This is an optimization exercise on Yosys and OpenROAD, whose aim is small area and few clock cycles, not a production implementation. At most, simulation tests tie the RTL to the original design; equivalence was not proved. No activity file was given, so power comes from the tool's default toggle rates.

==> branch fjord <==
==> flow/design.v <==
module djtag_core (
    input  wire         clk,
    input  wire         rst,
    input  wire         rx_valid,
    input  wire [6:0]   rx_len,
    input  wire [511:0] rx_data,
    output wire         rx_take,
    output wire         tx_valid,
    output wire [6:0]   tx_len,
    output wire [511:0] tx_data,
    input  wire         tx_ready,
    output reg          tck_o,
    output reg          tdi_o,
    output reg          tms_o,
    input  wire         tdo_i,
    output reg          trst_oe,
    output reg          srst_oe
);
    localparam [2:0] S_B0   = 3'd0,    
                     S_B1   = 3'd1,    
                     S_B2   = 3'd2,    
                     S_XF   = 3'd3,    
                     S_JT   = 3'd4,    
                     S_INFO = 3'd6,    
                     S_END  = 3'd7;    
    localparam [2:0] C_FREQ = 3'd2, C_XFER = 3'd3, C_SETSIG = 3'd4,
                     C_CLK = 3'd6, C_VOLT = 3'd7;
    reg [2:0]   st;
    reg [6:0]   rp;            
    reg [6:0]   oc;            
    reg         txv;
    reg [511:0] resp;
    reg [15:0]  kz;            
    reg         slow;          
    reg         last_tdo;
    reg         scr;           
    reg [2:0]   cmd;           
    reg         fa;            
    reg         fb;            
    reg [15:0]  acc;           
    reg         hh;            
    reg [8:0]   r;             
    reg [2:0]   bp;            
    reg [7:1]   cap;           
    genvar g;
    wire [6:0]  rp1, oc1;
    wire [8:0]  rm1;
    wire [2:0]  bp1;
    wire [7:0]  c_rp, c_oc;
    wire [9:0]  b_r;
    wire [3:0]  c_bp;
    assign c_rp[0] = 1'b1;
    assign c_oc[0] = 1'b1;
    assign b_r[0]  = 1'b1;
    assign c_bp[0] = 1'b1;
    generate
        for (g = 0; g < 7; g = g + 1) begin : g_inc7
            assign rp1[g]    = rp[g] ^ c_rp[g];
            assign c_rp[g+1] = rp[g] & c_rp[g];
            assign oc1[g]    = oc[g] ^ c_oc[g];
            assign c_oc[g+1] = oc[g] & c_oc[g];
        end
        for (g = 0; g < 9; g = g + 1) begin : g_decr
            assign rm1[g]   = r[g] ^ b_r[g];
            assign b_r[g+1] = ~r[g] & b_r[g];
        end
        for (g = 0; g < 3; g = g + 1) begin : g_incb
            assign bp1[g]    = bp[g] ^ c_bp[g];
            assign c_bp[g+1] = bp[g] & c_bp[g];
        end
    endgenerate
    wire [7:0] pb;
    djtag_rdmux u_rdmux (.d(rx_data), .sel(64'd1 << rp[5:0]), .q(pb));
    wire [7:0] nrp;
    wire [7:0] c_n;
    assign c_n[0] = 1'b0;
    generate
        for (g = 0; g < 7; g = g + 1) begin : g_nrp
            assign nrp[g]   = rx_len[g] ^ ~rp[g] ^ c_n[g];
            assign c_n[g+1] = (rx_len[g] & ~rp[g]) | (rx_len[g] & c_n[g]) | (~rp[g] & c_n[g]);
        end
    endgenerate
    assign nrp[7] = c_n[7];
    wire       at_end = ~nrp[7];
    wire       clamp   = fb & (&pb[7:4]) & (|pb[3:0]);      
    wire [8:0] len_eff = {fb, pb[7:4], pb[3:0] & {4{~clamp}}};
    wire       part    = |len_eff[2:0];
    wire [6:0] room;
    wire [7:0] b_o;
    assign b_o[0] = 1'b0;
    generate
        for (g = 0; g < 7; g = g + 1) begin : g_room
            wire k = (g == 6);
            assign room[g]  = k ^ oc[g] ^ b_o[g];
            assign b_o[g+1] = (~k & oc[g]) | (~k & b_o[g]) | (oc[g] & b_o[g]);
        end
    endgenerate
    wire [7:0] bra, brb;
    assign bra[0] = part;
    assign brb[0] = part;
    generate
        for (g = 0; g < 7; g = g + 1) begin : g_xchk
            wire bb = (g < 6) ? len_eff[3 + g] : 1'b0;
            assign bra[g+1] = (~nrp[g] & bb) | (~nrp[g] & bra[g]) | (bb & bra[g]);
            assign brb[g+1] = (~room[g] & bb) | (~room[g] & brb[g]) | (bb & brb[g]);
        end
    endgenerate
    wire       xfer_ok = ~bra[7] && (fa || ~brb[7]);
    wire       oc_gt54 = oc[6] | (oc[5] & oc[4] & (oc[3] | (oc[2] & oc[1] & oc[0])));
    wire       oc_full = oc[6];
    wire [15:0] inc = kz;
    wire [16:0] sum;
    wire [16:0] c_a;
    assign c_a[0] = 1'b0;
    generate
        for (g = 0; g < 16; g = g + 1) begin : g_acc
            assign sum[g]   = acc[g] ^ inc[g] ^ c_a[g];
            assign c_a[g+1] = (acc[g] & inc[g]) | (acc[g] & c_a[g]) | (inc[g] & c_a[g]);
        end
    endgenerate
    assign sum[16] = c_a[16];
    localparam [16:0] LIM = 17'd31250;
    wire [17:0] gt;
    assign gt[0] = 1'b0;
    generate
        for (g = 0; g < 17; g = g + 1) begin : g_lim
            if (LIM[g]) begin : g_one
                assign gt[g+1] = sum[g] & gt[g];
            end else begin : g_zero
                assign gt[g+1] = sum[g] | gt[g];
            end
        end
    endgenerate
    wire       stretch = slow ? sum[16] : gt[17];
    wire       t_hit   = stretch & hh;
    wire       last    = (cmd == C_SETSIG) || (r == 9'd1);
    wire [15:0] den    = {r[7:0], pb};
    wire        pulse = r[0] & pb[0];
    reg [7:0] info_b;
    always @(*) begin
        case (r[3:0])
            4'd9: info_b = 8'h44;
            4'd8: info_b = 8'h4A;
            4'd7: info_b = 8'h54;
            4'd6: info_b = 8'h41;
            4'd5: info_b = 8'h47;
            4'd4: info_b = 8'h32;
            4'd3: info_b = 8'h0A;
            default: info_b = 8'h00;
        endcase
    end
    wire [7:0] xb;
    wire [7:0] capx = {cap, 1'b0};
    generate
        for (g = 0; g < 8; g = g + 1) begin : g_xb
            assign xb[g] = (bp == 3'd7 - g) ? tdo_i :
                           (bp >  3'd7 - g) ? capx[g] : 1'b0;
        end
    endgenerate
    reg       we;
    reg [7:0] wd;
    wire      fall = (st == S_JT) && tck_o && t_hit;
    always @(*) begin
        we = 1'b0;
        wd = xb;
        case (st)
            S_B0: begin
                wd = {5'd0, last_tdo, 2'd0};
                we = rx_valid && !txv && !at_end && pb[3:0] == 4'h5 && !oc_full;
            end
            S_B2: begin
                wd = {8{last_tdo}};
                we = !at_end && cmd == C_CLK && pb == 8'd0 && fa;
            end
            S_INFO: begin
                wd = info_b;
                we = 1'b1;
            end
            S_JT: begin
                if (cmd == C_CLK) begin
                    wd = {8{tdo_i}};
                    we = fall && last && fa;
                end else begin
                    we = fall && cmd == C_XFER && !fa && (bp == 3'd7 || last);
                end
            end
            default: ;
        endcase
    end
    wire [63:0] wen;
    djtag_wdec u_wdec (.we(we), .a(oc[5:0]), .en(wen));
    generate
        for (g = 0; g < 64; g = g + 1) begin : g_resp
            always @(posedge clk) begin
                if (wen[g])
                    resp[8*g +: 8] <= wd;
            end
        end
    endgenerate
    wire tload = (st == S_XF) ||
                 (st == S_B2 && !at_end &&
                  ((cmd == C_SETSIG && pulse) || (cmd == C_CLK && pb != 8'd0)));
    always @(posedge clk) begin
        acc <= (tload || stretch) ? inc : sum[15:0];
        hh  <= !tload && (hh ^ stretch);
    end
    task apply_setsig;
        begin
            if (r[1]) scr     <= pb[1];
            if (r[3]) tms_o   <= pb[3];
            if (r[4]) trst_oe <= ~pb[4];
            if (r[5]) srst_oe <= ~pb[5];
        end
    endtask
    always @(posedge clk) begin
        if (rst) begin
            st       <= S_B0;
            rp       <= 7'd0;
            oc       <= 7'd0;
            txv      <= 1'b0;
            kz       <= 16'd1000;
            slow     <= 1'b0;
            last_tdo <= 1'b0;
            scr      <= 1'b0;
            tck_o    <= 1'b0;
            tdi_o    <= 1'b0;
            tms_o    <= 1'b0;
            trst_oe  <= 1'b0;
            srst_oe  <= 1'b0;
        end else begin
            if (we) oc <= oc1;
            case (st)
                S_B0: begin
                    if (txv) begin
                        if (tx_ready) begin
                            txv <= 1'b0;
                            oc  <= 7'd0;
                        end
                    end else if (rx_valid) begin
                        cmd <= pb[2:0];
                        fa  <= pb[7];
                        fb  <= pb[6];
                        r   <= 9'd9;
                        if (at_end) begin
                            st <= S_END;
                        end else begin
                            case (pb[3:0])
                                4'h1: st <= oc_gt54 ? S_END : S_INFO;
                                4'h2, 4'h3, 4'h4, 4'h7: begin
                                    rp <= rp1;
                                    st <= S_B1;
                                end
                                4'h5: begin
                                    if (oc_full) st <= S_END;
                                    else rp <= rp1;
                                end
                                4'h6: begin
                                    if (pb[7] && oc_full) st <= S_END;
                                    else begin
                                        rp <= rp1;
                                        st <= S_B1;
                                    end
                                end
                                4'h8: rp <= rp1;
                                default: st <= S_END;
                            endcase
                        end
                    end
                end
                S_B1: begin
                    r <= {1'b0, pb};
                    if (at_end) begin
                        st <= S_END;
                    end else begin
                        case (cmd)
                            C_VOLT: begin
                                rp <= rp1;
                                st <= S_B0;
                            end
                            C_XFER: begin
                                if (!xfer_ok) begin
                                    st <= S_END;
                                end else begin
                                    tms_o <= 1'b0;
                                    rp    <= rp1;
                                    r     <= len_eff;
                                    bp    <= 3'd0;
                                    st    <= (len_eff == 9'd0) ? S_B0 : S_XF;
                                end
                            end
                            default: begin
                                rp <= rp1;
                                st <= S_B2;
                            end
                        endcase
                    end
                end
                S_B2: begin
                    if (at_end) begin
                        st <= S_END;
                    end else begin
                        case (cmd)
                            C_FREQ: begin
                                kz   <= (den == 16'd0) ? 16'd1 : den;
                                slow <= (den == 16'd0);
                                rp   <= rp1;
                                st   <= S_B0;
                            end
                            C_SETSIG: begin
                                if (pulse) begin
                                    tdi_o <= scr;
                                    st    <= S_JT;
                                end else begin
                                    apply_setsig;
                                    rp <= rp1;
                                    st <= S_B0;
                                end
                            end
                            default: begin    
                                if (pb != 8'd0) begin
                                    tms_o <= r[3];
                                    tdi_o <= r[1];
                                    r     <= {1'b0, pb};
                                    st    <= S_JT;
                                end else begin
                                    rp <= rp1;
                                    st <= S_B0;
                                end
                            end
                        endcase
                    end
                end
                S_XF: begin
                    tdi_o <= pb[7];
                    st    <= S_JT;
                end
                S_JT: begin
                    if (!t_hit) begin
                    end else if (!tck_o) begin
                        tck_o <= 1'b1;
                    end else begin
                        tck_o <= 1'b0;
                        r     <= rm1;
                        case (cmd)
                            C_XFER: begin
                                if (bp != 3'd7) cap[3'd7 - bp] <= tdo_i;
                                bp <= bp1;
                                if (last) begin
                                    if (bp != 3'd7) rp <= rp1;
                                    st <= S_B0;
                                end else begin
                                    tdi_o <= pb[3'd7 - bp1];
                                    if (bp1 == 3'd7) rp <= rp1;
                                end
                            end
                            C_SETSIG: begin
                                last_tdo <= tdo_i;
                                apply_setsig;
                                rp <= rp1;
                                st <= S_B0;
                            end
                            default: begin    
                                last_tdo <= tdo_i;
                                if (last) begin
                                    rp <= rp1;
                                    st <= S_B0;
                                end
                            end
                        endcase
                    end
                end
                S_INFO: begin
                    r <= rm1;
                    if (r[3:0] == 4'd0) begin
                        rp <= rp1;
                        st <= S_B0;
                    end
                end
                default: begin    
                    txv <= (oc != 7'd0);
                    rp  <= 7'd0;
                    st  <= S_B0;
                end
            endcase
        end
    end
    assign rx_take  = (st == S_END);
    assign tx_valid = txv;
    assign tx_len   = oc;
    assign tx_data  = resp;
endmodule
module djtag_rdmux (
    input  wire [511:0] d,
    input  wire [63:0]  sel,
    output wire [7:0]   q
);
    wire [8*22-1:0] gn;      
    genvar k, b;
    generate
        for (k = 0; k < 21; k = k + 1) begin : g_grp
            djtag_aoi3 u_aoi (.d0(d[24*k +: 8]), .d1(d[24*k+8 +: 8]), .d2(d[24*k+16 +: 8]),
                              .s0(sel[3*k]), .s1(sel[3*k+1]), .s2(sel[3*k+2]),
                              .qn(gn[8*k +: 8]));
        end
    endgenerate
    assign gn[8*21 +: 8] = ~(d[8*63 +: 8] & {8{sel[63]}});
    generate
        for (b = 0; b < 8; b = b + 1) begin : g_bit
            wire [21:0] col;
            for (k = 0; k < 22; k = k + 1) begin : g_col
                assign col[k] = gn[8*k + b];
            end
            assign q[b] = ~&col;
        end
    endgenerate
endmodule
module djtag_aoi3 (
    input  wire [7:0] d0,
    input  wire [7:0] d1,
    input  wire [7:0] d2,
    input  wire       s0,
    input  wire       s1,
    input  wire       s2,
    output wire [7:0] qn
);
    assign qn = ~((d0 & {8{s0}}) | (d1 & {8{s1}}) | (d2 & {8{s2}}));
endmodule
module djtag_wdec (
    input  wire        we,
    input  wire [5:0]  a,
    output wire [63:0] en
);
    assign en = {63'd0, we} << a;
endmodule
==> flow/flow/run.sh <==
#!/bin/bash
# The standard layout, with the smallest buffer (buf_1) on every port
# instead of the one buffer_ports picks by default, the buffers that
# synthesis inserted removed at floorplan (repair_design re-buffers the nets
# that need it once the cells are placed), and rx_data and tx_data each kept
# to one corner of the die.
set -uo pipefail
bash standard.sh "BUFFER_PORTS_ARGS=-buffer_cell sky130_fd_sc_hd__buf_1" \
    REMOVE_ABC_BUFFERS=1 \
    "PRE_IO_PLACEMENT_TCL=$PWD/flow/pins.tcl" finish > standard.log 2>&1
==> flow/flow/pins.tcl <==
# rx_data on the left and bottom edges, tx_data on the right and top edges:
# the packet read port gathers at the bottom left, the response buffer at
# the top right.  The other ports go where the placer puts them.
foreach {bus edge0 edge1} {rx_data left bottom tx_data right top} {
  set lo {}
  set hi {}
  for {set i 0} {$i < 256} {incr i} {
    lappend lo "${bus}\[$i\]"
    lappend hi "${bus}\[[expr {$i + 256}]\]"
  }
  set_io_pin_constraint -pin_names $lo -region ${edge0}:*
  set_io_pin_constraint -pin_names $hi -region ${edge1}:*
}
==> flow/standard.sh <==
#!/bin/bash
# synth_recipe.tcl (not shown) runs the flow's synth.tcl, then flattens the netlist and writes it again
# the make line also repeats each setting of config.mk as NAME=value (left out here)
make -C /OpenROAD-flow-scripts/flow DESIGN_CONFIG=/design/flow/config.mk WORK_HOME=/design/flow/orfs CLKGATE_MAP_FILE= SYNTH_SCRIPT=/design/flow/synth_recipe.tcl "${@:-finish}"
==> flow/config.mk <==
export PLATFORM = sky130hd
export DESIGN_NAME = djtag_core
export DESIGN_NICKNAME = djtag_core
export VERILOG_FILES = /design/flow/design.v
export SDC_FILE = /design/flow/constraint.sdc
export NUM_CORES = 4
export LEC_CHECK = 0
export CAP_MARGIN = 20
export CORE_MARGIN = 2
export CORE_UTILIZATION = 20
export CTS_CLUSTER_DIAMETER = 100
export CTS_CLUSTER_SIZE = 20
export GPL_TIMING_DRIVEN = 0
export SLEW_MARGIN = 20
export SYNTH_HIERARCHICAL = 1
==> flow/constraint.sdc <==
create_clock -name core_clock -period 10.0 [get_ports {clk}]
set_input_delay 2.0000 -clock core_clock [delete_from_list [all_inputs] [get_ports {clk}]]
set_output_delay 2.0000 -clock core_clock [all_outputs]
set_load 0.01 [all_outputs]
==> inputs of branch indigo, as changes to branch fjord <==
--- a/flow/design.v
+++ b/flow/design.v
@@ -23,2 +23,3 @@
                      S_JT   = 3'd4,    
+                     S_DIV  = 3'd5,    
                      S_INFO = 3'd6,    
@@ -32,4 +33,3 @@
     reg [511:0] resp;
-    reg [15:0]  kz;            
-    reg         slow;          
+    reg [15:0]  div;
     reg         last_tdo;
@@ -39,4 +39,3 @@
     reg         fb;            
-    reg [15:0]  acc;           
-    reg         hh;            
+    reg [16:0]  t;             
     reg [8:0]   r;             
@@ -46,2 +45,3 @@
     wire [6:0]  rp1, oc1;
+    wire [16:0] t1;
     wire [8:0]  rm1;
@@ -49,2 +49,3 @@
     wire [7:0]  c_rp, c_oc;
+    wire [17:0] c_t;
     wire [9:0]  b_r;
@@ -53,2 +54,3 @@
     assign c_oc[0] = 1'b1;
+    assign c_t[0]  = 1'b1;
     assign b_r[0]  = 1'b1;
@@ -62,2 +64,6 @@
         end
+        for (g = 0; g < 17; g = g + 1) begin : g_inct
+            assign t1[g]    = t[g] ^ c_t[g];
+            assign c_t[g+1] = t[g] & c_t[g];
+        end
         for (g = 0; g < 9; g = g + 1) begin : g_decr
@@ -110,29 +116,18 @@
     wire       oc_full = oc[6];
-    wire [15:0] inc = kz;
-    wire [16:0] sum;
-    wire [16:0] c_a;
-    assign c_a[0] = 1'b0;
-    generate
-        for (g = 0; g < 16; g = g + 1) begin : g_acc
-            assign sum[g]   = acc[g] ^ inc[g] ^ c_a[g];
-            assign c_a[g+1] = (acc[g] & inc[g]) | (acc[g] & c_a[g]) | (inc[g] & c_a[g]);
-        end
-    endgenerate
-    assign sum[16] = c_a[16];
-    localparam [16:0] LIM = 17'd31250;
-    wire [17:0] gt;
-    assign gt[0] = 1'b0;
+    wire       t_hit = (t == {div, 1'b0});
+    wire       last  = (cmd == C_SETSIG) || (r == 9'd1);
+    wire [15:0] den = {r[7:0], pb};
+    wire [16:0] dx  = {t[15:0], div[14]};
+    wire [16:0] dd  = {1'b0, den};
+    wire [16:0] trial;
+    wire [17:0] c_d;
+    assign c_d[0] = 1'b1;
     generate
-        for (g = 0; g < 17; g = g + 1) begin : g_lim
-            if (LIM[g]) begin : g_one
-                assign gt[g+1] = sum[g] & gt[g];
-            end else begin : g_zero
-                assign gt[g+1] = sum[g] | gt[g];
-            end
+        for (g = 0; g < 17; g = g + 1) begin : g_div
+            assign trial[g]  = dx[g] ^ ~dd[g] ^ c_d[g];
+            assign c_d[g+1]  = (dx[g] & ~dd[g]) | (dx[g] & c_d[g]) | (~dd[g] & c_d[g]);
         end
     endgenerate
-    wire       stretch = slow ? sum[16] : gt[17];
-    wire       t_hit   = stretch & hh;
-    wire       last    = (cmd == C_SETSIG) || (r == 9'd1);
-    wire [15:0] den    = {r[7:0], pb};
+    wire        fits = c_d[17];
+    wire [14:0] quo  = {div[13:0], fits};
     wire        pulse = r[0] & pb[0];
@@ -199,9 +194,2 @@
     endgenerate
-    wire tload = (st == S_XF) ||
-                 (st == S_B2 && !at_end &&
-                  ((cmd == C_SETSIG && pulse) || (cmd == C_CLK && pb != 8'd0)));
-    always @(posedge clk) begin
-        acc <= (tload || stretch) ? inc : sum[15:0];
-        hh  <= !tload && (hh ^ stretch);
-    end
     task apply_setsig;
@@ -220,4 +208,3 @@
             txv      <= 1'b0;
-            kz       <= 16'd1000;
-            slow     <= 1'b0;
+            div      <= 16'd31;
             last_tdo <= 1'b0;
@@ -303,6 +290,12 @@
                             C_FREQ: begin
-                                kz   <= (den == 16'd0) ? 16'd1 : den;
-                                slow <= (den == 16'd0);
-                                rp   <= rp1;
-                                st   <= S_B0;
+                                if (den == 16'd0) begin
+                                    div <= 16'hFFFF;
+                                    rp  <= rp1;
+                                    st  <= S_B0;
+                                end else begin
+                                    div      <= 16'd31250;
+                                    t[15:0]  <= 16'd0;
+                                    {fb, bp} <= 4'd0;
+                                    st       <= S_DIV;
+                                end
                             end
@@ -311,2 +304,3 @@
                                     tdi_o <= scr;
+                                    t     <= 17'd1;
                                     st    <= S_JT;
@@ -323,2 +317,3 @@
                                     r     <= {1'b0, pb};
+                                    t     <= 17'd1;
                                     st    <= S_JT;
@@ -334,2 +329,3 @@
                     tdi_o <= pb[7];
+                    t     <= 17'd1;
                     st    <= S_JT;
@@ -338,6 +334,9 @@
                     if (!t_hit) begin
+                        t <= t1;
                     end else if (!tck_o) begin
                         tck_o <= 1'b1;
+                        t     <= 17'd1;
                     end else begin
                         tck_o <= 1'b0;
+                        t     <= 17'd1;
                         r     <= rm1;
@@ -371,2 +370,14 @@
                 end
+                S_DIV: begin
+                    t[15:0] <= fits ? trial[15:0] : dx[15:0];
+                    bp      <= bp1;
+                    fb      <= fb ^ c_bp[3];
+                    if ({fb, bp} == 4'd14) begin
+                        div <= (quo == 15'd0) ? 16'd1 : {1'b0, quo};
+                        rp  <= rp1;
+                        st  <= S_B0;
+                    end else begin
+                        div <= {1'b0, quo};
+                    end
+                end
                 S_INFO: begin
@@ -394,34 +405,10 @@
     input  wire [63:0]  sel,
-    output wire [7:0]   q
+    output reg  [7:0]   q
 );
-    wire [8*22-1:0] gn;      
-    genvar k, b;
-    generate
-        for (k = 0; k < 21; k = k + 1) begin : g_grp
-            djtag_aoi3 u_aoi (.d0(d[24*k +: 8]), .d1(d[24*k+8 +: 8]), .d2(d[24*k+16 +: 8]),
-                              .s0(sel[3*k]), .s1(sel[3*k+1]), .s2(sel[3*k+2]),
-                              .qn(gn[8*k +: 8]));
-        end
-    endgenerate
-    assign gn[8*21 +: 8] = ~(d[8*63 +: 8] & {8{sel[63]}});
-    generate
-        for (b = 0; b < 8; b = b + 1) begin : g_bit
-            wire [21:0] col;
-            for (k = 0; k < 22; k = k + 1) begin : g_col
-                assign col[k] = gn[8*k + b];
-            end
-            assign q[b] = ~&col;
-        end
-    endgenerate
-endmodule
-module djtag_aoi3 (
-    input  wire [7:0] d0,
-    input  wire [7:0] d1,
-    input  wire [7:0] d2,
-    input  wire       s0,
-    input  wire       s1,
-    input  wire       s2,
-    output wire [7:0] qn
-);
-    assign qn = ~((d0 & {8{s0}}) | (d1 & {8{s1}}) | (d2 & {8{s2}}));
+    integer k;
+    always @(*) begin
+        q = 8'd0;
+        for (k = 0; k < 64; k = k + 1)
+            q = q | (d[8*k +: 8] & {8{sel[k]}});
+    end
 endmodule
==> flow/flow/run.sh (replaced) <==
#!/bin/bash
# The standard layout, with the smallest buffer (buf_1) on every port
# instead of the one buffer_ports picks by default.
set -uo pipefail
bash standard.sh "BUFFER_PORTS_ARGS=-buffer_cell sky130_fd_sc_hd__buf_1" finish > standard.log 2>&1
--- a/flow/config.mk
+++ b/flow/config.mk
@@ -9,6 +9,4 @@
 export CORE_MARGIN = 2
-export CORE_UTILIZATION = 20
-export CTS_CLUSTER_DIAMETER = 100
-export CTS_CLUSTER_SIZE = 20
-export GPL_TIMING_DRIVEN = 0
+export CORE_UTILIZATION = 40
+export CTS_BUF_LIST = sky130_fd_sc_hd__clkbuf_4
 export SLEW_MARGIN = 20
removed: flow/flow/pins.tcl
==> inputs of branch sierra, as changes to branch fjord <==
--- a/flow/design.v
+++ b/flow/design.v
@@ -39,3 +39,3 @@
     reg         fb;            
-    reg [15:0]  acc;           
+    reg [16:0]  acc;           
     reg         hh;            
@@ -120,3 +120,3 @@
     endgenerate
-    assign sum[16] = c_a[16];
+    assign sum[16] = c_a[16];        
     localparam [16:0] LIM = 17'd31250;
@@ -127,5 +127,5 @@
             if (LIM[g]) begin : g_one
-                assign gt[g+1] = sum[g] & gt[g];
+                assign gt[g+1] = acc[g] & gt[g];
             end else begin : g_zero
-                assign gt[g+1] = sum[g] | gt[g];
+                assign gt[g+1] = acc[g] | gt[g];
             end
@@ -133,3 +133,3 @@
     endgenerate
-    wire       stretch = slow ? sum[16] : gt[17];
+    wire       stretch = slow ? acc[16] : gt[17];
     wire       t_hit   = stretch & hh;
@@ -203,3 +203,3 @@
     always @(posedge clk) begin
-        acc <= (tload || stretch) ? inc : sum[15:0];
+        acc <= (tload || stretch) ? {inc, 1'b0} : sum;
         hh  <= !tload && (hh ^ stretch);
==> inputs of branch tundra, as changes to branch fjord <==
--- a/flow/design.v
+++ b/flow/design.v
@@ -199,9 +199,2 @@
     endgenerate
-    wire tload = (st == S_XF) ||
-                 (st == S_B2 && !at_end &&
-                  ((cmd == C_SETSIG && pulse) || (cmd == C_CLK && pb != 8'd0)));
-    always @(posedge clk) begin
-        acc <= (tload || stretch) ? inc : sum[15:0];
-        hh  <= !tload && (hh ^ stretch);
-    end
     task apply_setsig;
@@ -311,2 +304,4 @@
                                     tdi_o <= scr;
+                                    acc   <= inc;
+                                    hh    <= 1'b0;
                                     st    <= S_JT;
@@ -323,2 +318,4 @@
                                     r     <= {1'b0, pb};
+                                    acc   <= inc;
+                                    hh    <= 1'b0;
                                     st    <= S_JT;
@@ -334,2 +331,4 @@
                     tdi_o <= pb[7];
+                    acc   <= inc;
+                    hh    <= 1'b0;
                     st    <= S_JT;
@@ -337,2 +336,4 @@
                 S_JT: begin
+                    acc <= stretch ? inc : sum[15:0];
+                    if (stretch) hh <= ~hh;
                     if (!t_hit) begin
==> flow/flow/run.sh (replaced) <==
#!/bin/bash
# The standard layout, with the smallest buffer (buf_1) on every port
# instead of the one buffer_ports picks by default, and pins one routing
# track apart so that the 1050 ports fit around a die sized for the cells.
set -uo pipefail
bash standard.sh "BUFFER_PORTS_ARGS=-buffer_cell sky130_fd_sc_hd__buf_1" \
    "PLACE_PINS_ARGS=-min_distance 1 -min_distance_in_tracks" finish > standard.log 2>&1
--- a/flow/config.mk
+++ b/flow/config.mk
@@ -8,7 +8,6 @@
 export CAP_MARGIN = 20
-export CORE_MARGIN = 2
-export CORE_UTILIZATION = 20
-export CTS_CLUSTER_DIAMETER = 100
-export CTS_CLUSTER_SIZE = 20
+export CORE_AREA = 6 6 234 234
+export DIE_AREA = 0 0 240 240
 export GPL_TIMING_DRIVEN = 0
+export PLACE_DENSITY = 0.7
 export SLEW_MARGIN = 20
removed: flow/flow/pins.tcl
==> flow_summary.yaml <==
setup_path:
  worstPathArrival_ns: 9.92
  cp.depth: 31
global_routing:
  use_met2: 0.345
routing:
  met1Wirelength_um: 45200
final_layout:
  buffer_area_frac: 0.147
  multi_input_cells: 879
  layout_commonest_cell: "buf_1"
status:
  status: "timing/DRC/antenna clean"
# the run above: branch fjord

==> flow_summary.yaml <==
status:
  status: "timing/DRC/antenna clean"
pwr:
  p_leak_nw: 10.5
final_layout:
  layout_commonest_cell: "buf_1"
  clockNetworkAreaShare: 0.0554
  nNonClkBuffers: 1181
  multi_input_cells: 888
setup_path:
  cp.depth: 30
routing:
  met1Wirelength_um: 36300
global_routing:
  antenna_found_initial: 44
  use_met2: 0.576
# the run above: branch tundra

==> flow_summary.yaml <==
status:
  status: "stopped before the end"
  stop_stage: "I/O pin placement"
  error: "[ERROR PPL-0024] Number of IO pins (1050) exceeds maximum number of available positions (930). Increase the die perimeter from 1031.90um to 1428.00um."
synthesis:
  asyncSetResetFlopFracSynth: 0
  syn_area_um2: 25800
  ys_ff_latch: 594
  synthTopCellsByCount: "edfxtp_1, nor2_1, a22o_1"
  synth-simple-area-share: 0.0887
  ys_types: 81
  synthMuxAreaShare: 0.0153
  synthAdderAreaFrac: 0.0467
  synth_edf_count: 553
  yosysSeqAreaShare: 0.675
# the run above: branch indigo

==> flow_summary.yaml <==
status:
  status: "timing/DRC/antenna clean"
routing:
  met1Wirelength_um: 42600
  firstDrtPassIters: 11
final_layout:
  layout_commonest_cell: "buf_1"
  multi_input_cells: 884
  buffer_area_frac: 0.147
  fin_area_um2: 32100
  largest-register: "resp"
synthesis:
  yosysSeqAreaShare: 0.704
# the run above: branch sierra

Testbench counts of branch sierra, summed over its fixed seeds: cycles 2,784,847.
Testbench counts of branch tundra, summed over its fixed seeds: cycles 2,784,847.
The RTL of branch fjord and branch indigo was laid out without a check of its function.

## port drivers added, routing unchanged
The flow's constraints put no driver on any port. The routed layouts listed below were extracted and timed again, unchanged, in two steps.
Step 1, drivers: a clkbuf_16 drives clk and a buf_2 each remaining input, both assumed.
Step 2, shift: input delay + t, output delay - t, t = (earliest + latest rising clock arrival at the registers) / 2. This alone moves slack from input paths to output paths.
a / b / c = ideal ports / drivers / drivers and shift; a / b = the first two.
run | shift t [ns] | setup slack, ns | clock arrival spread, ns
branch fjord | 0.630 | 0.280 / 0.280 / 0.280 | 0.062 / 0.062
branch sierra | 0.651 | 1.971 / 1.971 / 1.642 | 0.025 / 0.025
branch tundra | 0.633 | 0.906 / 0.906 / 0.906 | 0.030 / 0.030
After both steps every run listed still meets setup and hold. For branch sierra, which loses most, drivers alone change the setup slack by 0.000 ns; drivers and shift together by -0.329 ns.
